From an optimization exercise on the open Yosys and OpenROAD flow, aimed at small area; shortcuts taken in it are not production practice.
Only simulation tests tie the RTL to the original design; equivalence was not proved.
Power figures rest on the tool's default switching activity, not on a simulated workload.

==> build 21: inputs <==
==> flow/design.v (excerpt) <==
module cp_slot_engine (
    input  wire        clk,
    input  wire        rst,
    input  wire [3:0]  dip,
    input  wire        res_ok,
    input  wire        tick,
    input  wire        sample,
    input  wire        btn_check,
    input  wire        btn_write,
    input  wire        fa_rsp,
    input  wire [2:0]  fa_status,
    input  wire        fa_flag,
    input  wire [31:0] fa_size,
    input  wire [3:0]  st_idx,
    output wire [3:0]  mux_addr,
    output wire [15:0] led,
    output wire        fa_req,
    output wire [2:0]  fa_cmd,
    output wire [3:0]  fa_speed,
    output wire        arch_req,
    output wire        busy,
    output wire        ready,
    output wire        gerr,
    output wire        fatal,
    output wire [2:0]  run_err,
    output wire [2:0]  fatal_code,
    output wire [1:0]  evt,
    output wire [8:0]  st_data
);
==> flow/config.mk <==
export PLATFORM = sky130hd
export DESIGN_NAME = cp_slot_engine
export DESIGN_NICKNAME = cp_slot_engine
export VERILOG_FILES = /design/flow/design.v
export SDC_FILE = /design/flow/constraint.sdc
export NUM_CORES = 4
export LEC_CHECK = 0
export CAP_MARGIN = 20
export CORE_MARGIN = 2
export CORE_UTILIZATION = 40
export CTS_BUF_LIST = sky130_fd_sc_hd__clkbuf_8
export SLEW_MARGIN = 20
==> flow/constraint.sdc <==
create_clock -name core_clock -period 10.0 [get_ports {clk}]
set_input_delay 2.0000 -clock core_clock [delete_from_list [all_inputs] [get_ports {clk}]]
set_output_delay 2.0000 -clock core_clock [all_outputs]
set_load 0.01 [all_outputs]
standard.sh (not shown) runs the stock make flow with config.mk's settings and CLKGATE_MAP_FILE= SYNTH_SCRIPT=/design/flow/synth_recipe.tcl, a recipe that flattens the netlist after the stock synthesis.
==> flow/flow/run.sh <==
#!/bin/bash
set -euo pipefail
here=$PWD
cat flow/abc_override.tcl synth_recipe.tcl > "$here/area_synth.tcl"
export FLOW_ABC_SCRIPT="$here/flow/abc_area.script"
bash standard.sh SYNTH_SCRIPT="$here/area_synth.tcl" \
  BUFFER_PORTS_ARGS="-buffer_cell sky130_fd_sc_hd__buf_1" finish > standard.log 2>&1
==> flow/flow/abc_area.script <==
&get -n
&st
&dch
&nf -a
&put
mfs2 -W 8
strash
&get -n
&dch -f
&nf -a -R 1000
&put
mfs2 -W 8
strash
&get -n
&dch -f
&nf -a -R 1000
&put
==> flow/flow/abc_override.tcl <==
# Prepended to synth_recipe.tcl: every abc call runs the area script next to
# this file instead of ORFS's speed script. Registers are untouched.
proc abc {args} {
  set i [lsearch -exact $args -script]
  if {$i >= 0} { set args [lreplace $args [expr {$i+1}] [expr {$i+1}] $::env(FLOW_ABC_SCRIPT)] }
  yosys abc {*}$args
}
==> inputs of build 44, as changes to build 21 <==
--- a/flow/design.v
+++ b/flow/design.v
@@ -12,12 +12,13 @@
     assign m_slow = ~ctx_gerr & ~ctx_act & ~rec[2] & rec[0];
     assign m_on   = ~ctx_gerr & ~ctx_act & ~rec[2] & rec[1];
 endmodule
 module cp_debounce (
     input  wire clk,
     input  wire rst,
+    input  wire step,     
     input  wire en,       
     input  wire level,    
     output wire press     
 );
     localparam S_IDLE = 3'd0, S_P1 = 3'd1, S_P2 = 3'd3, S_CONF = 3'd4, S_R1 = 3'd6, S_R2 = 3'd5;
     reg [2:0] state, state_n;
@@ -31,73 +32,78 @@
             S_R2:    state_n = level ? S_CONF : S_IDLE;
             default: state_n = S_IDLE;
         endcase
     end
     always @(posedge clk) begin
         if (rst)     state <= S_IDLE;
-        else if (en) state <= state_n;
+        else if (step) state <= state_n;
     end
     assign press = en & level & (state == S_P2);
 endmodule
 module cp_blink (
     input  wire        clk,
     input  wire        rst,
     input  wire        tick,
-    input  wire        fatal,
+    input  wire        boot_first,   
     input  wire        boot_run,     
     input  wire [15:0] m_fast,
     input  wire [15:0] m_slow,
     input  wire [15:0] m_on,
     input  wire [15:0] m_data,
     output reg  [15:0] led_visible,
     output wire        boot_end      
 );
     localparam [4:0] S0 = 5'b11101;
+    localparam [4:0] MASK = 5'd21;
     reg [4:0]  cnt   [0:15];
     reg [4:0]  cnt_n [0:15];
     reg [15:0] lvl_n;
     reg [4:0]  c;
     reg        w, clr;
     integer i;
     always @* begin
         for (i = 0; i < 16; i = i + 1) begin
-            c = cnt[i];
+            c = cnt[i] ^ MASK;
             w = (m_fast[i] & ~((c[3] & c[2] & c[0]) | (c[4] & c[2] & c[1]))) |
                 (m_slow[i] & c[4] & ~c[2] & c[1] & c[0]);
             clr = w | m_data[i] | ~(m_fast[i] | m_slow[i]);
             cnt_n[i] = clr ? S0 : {~(c[0] ^ c[3]), c[4:1]};
             lvl_n[i] = (w | m_data[i]) ? ~led_visible[i] :
                        (m_fast[i] | m_slow[i]) ? led_visible[i] : m_on[i];
         end
     end
     assign boot_end = tick & led_visible[15];
     always @(posedge clk)
         if (tick)
-            for (i = 0; i < 16; i = i + 1) cnt[i] <= cnt_n[i];
+            for (i = 0; i < 16; i = i + 1) cnt[i] <= cnt_n[i] ^ MASK;
     always @(posedge clk) begin
         if (rst)
             led_visible <= 16'h0000;
-        else if (tick && !fatal) begin
-            if (boot_run)
-                led_visible <= {led_visible[14:0], ~|led_visible};
+        else if (tick) begin
+            if (boot_first)
+                led_visible <= 16'h0001;
+            else if (boot_run)
+                led_visible <= {led_visible[14:0], 1'b0};
             else
                 led_visible <= lvl_n;
         end
     end
 endmodule
 module cp_controller (
     input  wire        clk,
     input  wire        rst,
     input  wire        res_ok,
+    input  wire        tick,
     input  wire        boot_end,    
     input  wire [1:0]  evt,         
     input  wire        fa_rsp,
     input  wire [2:0]  fa_status,
     input  wire        fa_flag,
     input  wire [31:0] fa_size,
     input  wire [3:0]  st_idx,
+    output wire        boot_first,
     output wire        boot_run,
     output wire        busy,
     output wire        ready,
     output wire        fatal,
     output reg  [3:0]  mux_addr,
     output reg         fa_req,
@@ -111,13 +117,13 @@
     output wire [15:0] m_data,
     output wire [8:0]  st_data
 );
     localparam PH_IDLE   = 4'd0,  PH_START  = 4'd1,  PH_SELECT = 4'd2,  PH_S2     = 4'd3,
                PH_S1     = 4'd4,  PH_S0     = 4'd5,  PH_DETECT = 4'd6,  PH_READ   = 4'd7,
                PH_ARCHIVE= 4'd8,  PH_WRITE  = 4'd9,  PH_VERIFY = 4'd10, PH_NEXT   = 4'd11,
-               PH_BOOTD  = 4'd13, PH_BOOTR  = 4'd14, PH_FATAL  = 4'd15;
+               PH_BOOT0  = 4'd12, PH_BOOTD  = 4'd13, PH_BOOTR  = 4'd14, PH_FATAL  = 4'd15;
     localparam RC_ABS = 3'b000, RC_MATCH = 3'b001, RC_OK = 3'b010, RC_MISM = 3'b100,
                RC_VFY = 3'b101, RC_RD    = 3'b110, RC_WR = 3'b111;
     localparam E_OK = 3'd0, E_NOCHIP = 3'd1, E_READ = 3'd3, E_WRITE = 3'd4, E_VERIFY = 3'd5;
     localparam C_NONE = 3'd0, C_DETECT = 3'd1, C_READ = 3'd2, C_WRITE = 3'd3, C_VERIFY = 3'd4;
     reg [3:0]  phase, phase_n;
     reg        wfw, wfw_n;           
@@ -140,26 +146,28 @@
     endgenerate
     wire cls_pres = (fa_status == E_OK) && fa_flag;
     wire cls_abs  = (fa_status == E_NOCHIP) || ((fa_status == E_OK) && !fa_flag);
     wire st_ok    = (fa_status == E_OK);
     wire act = (phase == PH_READ) || (phase == PH_WRITE) || (phase == PH_VERIFY) ||
                (((phase == PH_S2) || (phase == PH_S1) || (phase == PH_S0)) && wfw && cur != 4'd0);
-    assign boot_run = (phase == PH_BOOTR);
+    assign boot_first = (phase == PH_BOOT0);
+    assign boot_run   = (phase == PH_BOOTR);
     assign fatal    = (phase == PH_FATAL);
     assign busy     = (phase != PH_IDLE);
-    assign ready    = !fatal && (phase != PH_BOOTR) && (phase != PH_BOOTD);
+    assign ready    = !fatal && !boot_first && !boot_run && (phase != PH_BOOTD);
     assign run_err  = {1'b0, rf, gerr};
     wire [3:0] nxt = cur + 1'b1;
+    wire [15:0] cur_oh = 16'd1 << cur;
     wire [15:0] match;
     assign match[0] = 1'b0;
     generate
         for (g = 1; g < 16; g = g + 1) begin : g_match
             assign match[g] = rec[g][1] | rec[g][0];
         end
     endgenerate
-    wire       nxt_match = match[nxt];
+    wire       nxt_match = |(match & {cur_oh[14:0], 1'b0});
     always @* begin
         phase_n  = phase;
         wfw_n    = wfw;
         cur_n    = cur;
         rf_n     = rf;
         gerr_n   = gerr;
@@ -275,12 +283,14 @@
                             phase_n = PH_SELECT;
                     end
                 end
                 default: ;
             endcase
         end
+        if (phase == PH_BOOT0 && tick)
+            phase_n = PH_BOOTR;
         if (phase == PH_BOOTR && boot_end)
             phase_n = PH_BOOTD;
         if (phase == PH_IDLE) begin
             if (evt[0]) begin
                 wfw_n   = 1'b0;
                 phase_n = PH_START;
@@ -292,13 +302,12 @@
         if (rst) begin
             fa_req   = 1'b0;
             fa_cmd   = C_NONE;
             arch_req = 1'b0;
         end
     end
-    wire [15:0] cur_oh = 16'd1 << cur;
     generate
         for (g = 0; g < 16; g = g + 1) begin : g_mode
             cp_ledmode u_mode (
                 .rec      (rec_all[g]),
                 .ctx_gerr (gerr),
                 .ctx_act  (act & cur_oh[g]),
@@ -350,13 +359,13 @@
                 if (rec_wipe | (rec_upd & cur_oh[g]))
                     rec[g] <= rec_wd;
         end
     endgenerate
     always @(posedge clk) begin
         if (rst) begin
-            phase <= res_ok ? PH_BOOTR : PH_FATAL;
+            phase <= res_ok ? PH_BOOT0 : PH_FATAL;
             gerr  <= 1'b0;
             rf    <= 1'b0;
             rec0  <= 2'b00;
         end else begin
             phase <= phase_n;
             gerr  <= gerr_n;
@@ -391,48 +400,50 @@
     output wire        fatal,
     output wire [2:0]  run_err,
     output wire [2:0]  fatal_code,
     output wire [1:0]  evt,
     output wire [8:0]  st_data
 );
-    wire        boot_run, boot_end;
+    wire        boot_first, boot_run, boot_end;
     wire [15:0] m_fast, m_slow, m_on, m_data;
     reg  [3:0]  speed_cfg;
     always @(posedge clk)
         if (rst) speed_cfg <= dip;
     wire sample_en = sample && !rst && !fatal;
     cp_debounce u_db_check (
-        .clk(clk), .rst(rst), .en(sample_en), .level(btn_check), .press(evt[0])
+        .clk(clk), .rst(rst), .step(sample), .en(sample_en), .level(btn_check), .press(evt[0])
     );
     cp_debounce u_db_write (
-        .clk(clk), .rst(rst), .en(sample_en), .level(btn_write), .press(evt[1])
+        .clk(clk), .rst(rst), .step(sample), .en(sample_en), .level(btn_write), .press(evt[1])
     );
     cp_blink u_blink (
         .clk        (clk),
         .rst        (rst),
         .tick       (tick),
-        .fatal      (fatal),
+        .boot_first (boot_first),
         .boot_run   (boot_run),
         .m_fast     (m_fast),
         .m_slow     (m_slow),
         .m_on       (m_on),
         .m_data     (m_data),
         .led_visible(led),
         .boot_end   (boot_end)
     );
     cp_controller u_ctl (
         .clk       (clk),
         .rst       (rst),
         .res_ok    (res_ok),
+        .tick      (tick),
         .boot_end  (boot_end),
         .evt       (evt),
         .fa_rsp    (fa_rsp),
         .fa_status (fa_status),
         .fa_flag   (fa_flag),
         .fa_size   (fa_size),
         .st_idx    (st_idx),
+        .boot_first(boot_first),
         .boot_run  (boot_run),
         .busy      (busy),
         .ready     (ready),
         .fatal     (fatal),
         .mux_addr  (mux_addr),
         .fa_req    (fa_req),
==> flow/flow/run.sh (replaced) <==
#!/bin/bash
# The standard layout with these changes:
#  - synthesis maps the logic with an area-oriented ABC script (flow/abc_area.script);
#    everything else in synthesis, registers included, is synth_recipe.tcl's;
#  - the port buffers are buf_1 instead of ORFS's default cell;
set -euo pipefail
here=$PWD
cat flow/abc_override.tcl synth_recipe.tcl > "$here/area_synth.tcl"
export FLOW_ABC_SCRIPT="$here/flow/abc_area.script"
bash standard.sh SYNTH_SCRIPT="$here/area_synth.tcl" \
  BUFFER_PORTS_ARGS="-buffer_cell sky130_fd_sc_hd__buf_1" \
  CTS_ARGS="-sink_clustering_enable -repair_clock_nets -buf_list sky130_fd_sc_hd__clkbuf_8 -dont_use_dummy_load" \
  finish > standard.log 2>&1
Settings changed: CORE_UTILIZATION 40 to 55.
==> inputs of build 55, as changes to build 21 <==
--- a/flow/design.v
+++ b/flow/design.v
@@ -146,20 +146,14 @@
     assign boot_run = (phase == PH_BOOTR);
     assign fatal    = (phase == PH_FATAL);
     assign busy     = (phase != PH_IDLE);
     assign ready    = !fatal && (phase != PH_BOOTR) && (phase != PH_BOOTD);
     assign run_err  = {1'b0, rf, gerr};
     wire [3:0] nxt = cur + 1'b1;
-    wire [15:0] match;
-    assign match[0] = 1'b0;
-    generate
-        for (g = 1; g < 16; g = g + 1) begin : g_match
-            assign match[g] = rec[g][1] | rec[g][0];
-        end
-    endgenerate
-    wire       nxt_match = match[nxt];
+    wire [2:0] nxt_rec = rec_all[nxt];
+    wire       nxt_match = nxt_rec[0] | nxt_rec[1] | (nxt_rec[2] & (nxt_rec[1] | nxt_rec[0]));
     always @* begin
         phase_n  = phase;
         wfw_n    = wfw;
         cur_n    = cur;
         rf_n     = rf;
         gerr_n   = gerr;
==> flow/run.sh (new file) <==
#!/bin/bash
# synth_recipe.tcl (not shown) runs the flow's synth.tcl, then flattens the netlist and writes it again
# the make line also repeats each setting of config.mk as NAME=value (left out here)
make -C /OpenROAD-flow-scripts/flow DESIGN_CONFIG=/design/flow/config.mk WORK_HOME=/design/flow/orfs CLKGATE_MAP_FILE= SYNTH_SCRIPT=/design/flow/synth_recipe.tcl finish
Settings changed: CTS_BUF_LIST sky130_fd_sc_hd__clkbuf_8 to default.
removed: flow/flow/run.sh
removed: flow/flow/abc_area.script
removed: flow/flow/abc_override.tcl
removed: flow/standard.sh
==> run notes <==
                                                                         build 44    build 21    build 55
Placed Cells incl. Taps                                                      1255        1318        1431
Full die area                                                           18700 um2   25590 um2   28650 um2
Multi-Input Combinational                                                     677         668         753
Peak ir drop on the vdd network                                        0.08505 mV  0.08347 mV   0.1050 mV
Logic power comb                                                         0.331 mW    0.470 mW    0.309 mW
Highest cell delay on the worst timing path                               0.45 ns     0.31 ns     1.04 ns
R2R cell count                                                                 12          12           8
Seq/total area                                                             53.52%      51.94%      44.28%
Result of the run                                        timing/DRC/antenna clean  timing/DRC/antenna clean  timing/DRC/antenna clean
Initial antenna violation count                                                 0           1           0
Area share of the leading cell type in the synthesized netlist             51.43%      51.23%      45.64%
Tap cell instance count                                                       225         324         341
Weighted congestion at the end of routability-driven global placement      0.9534      0.9377      0.9469
Minimum setup slack among reg-to-reg paths                                6.70 ns     6.49 ns     6.57 ns
CTS clock-pin slew for the worst setup and hold paths                     0.07 ns     0.12 ns     0.07 ns
Wire length of the first global-routing pass                             38.09 mm    39.89 mm    47.68 mm

-- what the ideal ports hide --
The results above use ideal ports. As a check the final layouts listed here were re-extracted and re-timed, cells and wires unchanged.
Step 1 sets driving cells, clkbuf_16 on the clock port and buf_2 on the other inputs (assumed; they add their load-dependent delay and slew).
Step 2, shift: input delay + t, output delay - t, t = (earliest + latest rising clock arrival at the registers) / 2. This alone moves slack from input paths to output paths.
a / b / c = ideal / step 1 / step 2; a / b = the first two.
| run | t, ns | setup WS [ns] | worst slew at a driven data input, ns | pins driven straight from the clock port |
|---|---|---|---|---|
| build 21 | 0.514 | 3.840 / 3.811 / 3.811 | 0.05 | 1 |
| build 44 | 0.510 | 3.746 / 3.719 / 3.719 | 0.04 | 1 |
| build 55 | 0.495 | 2.932 / 2.898 / 2.898 | 0.05 | 1 |
After both steps every run listed still meets setup and hold. For build 55, which loses most, drivers alone change the setup slack by -0.034 ns; drivers and shift together by -0.034 ns.
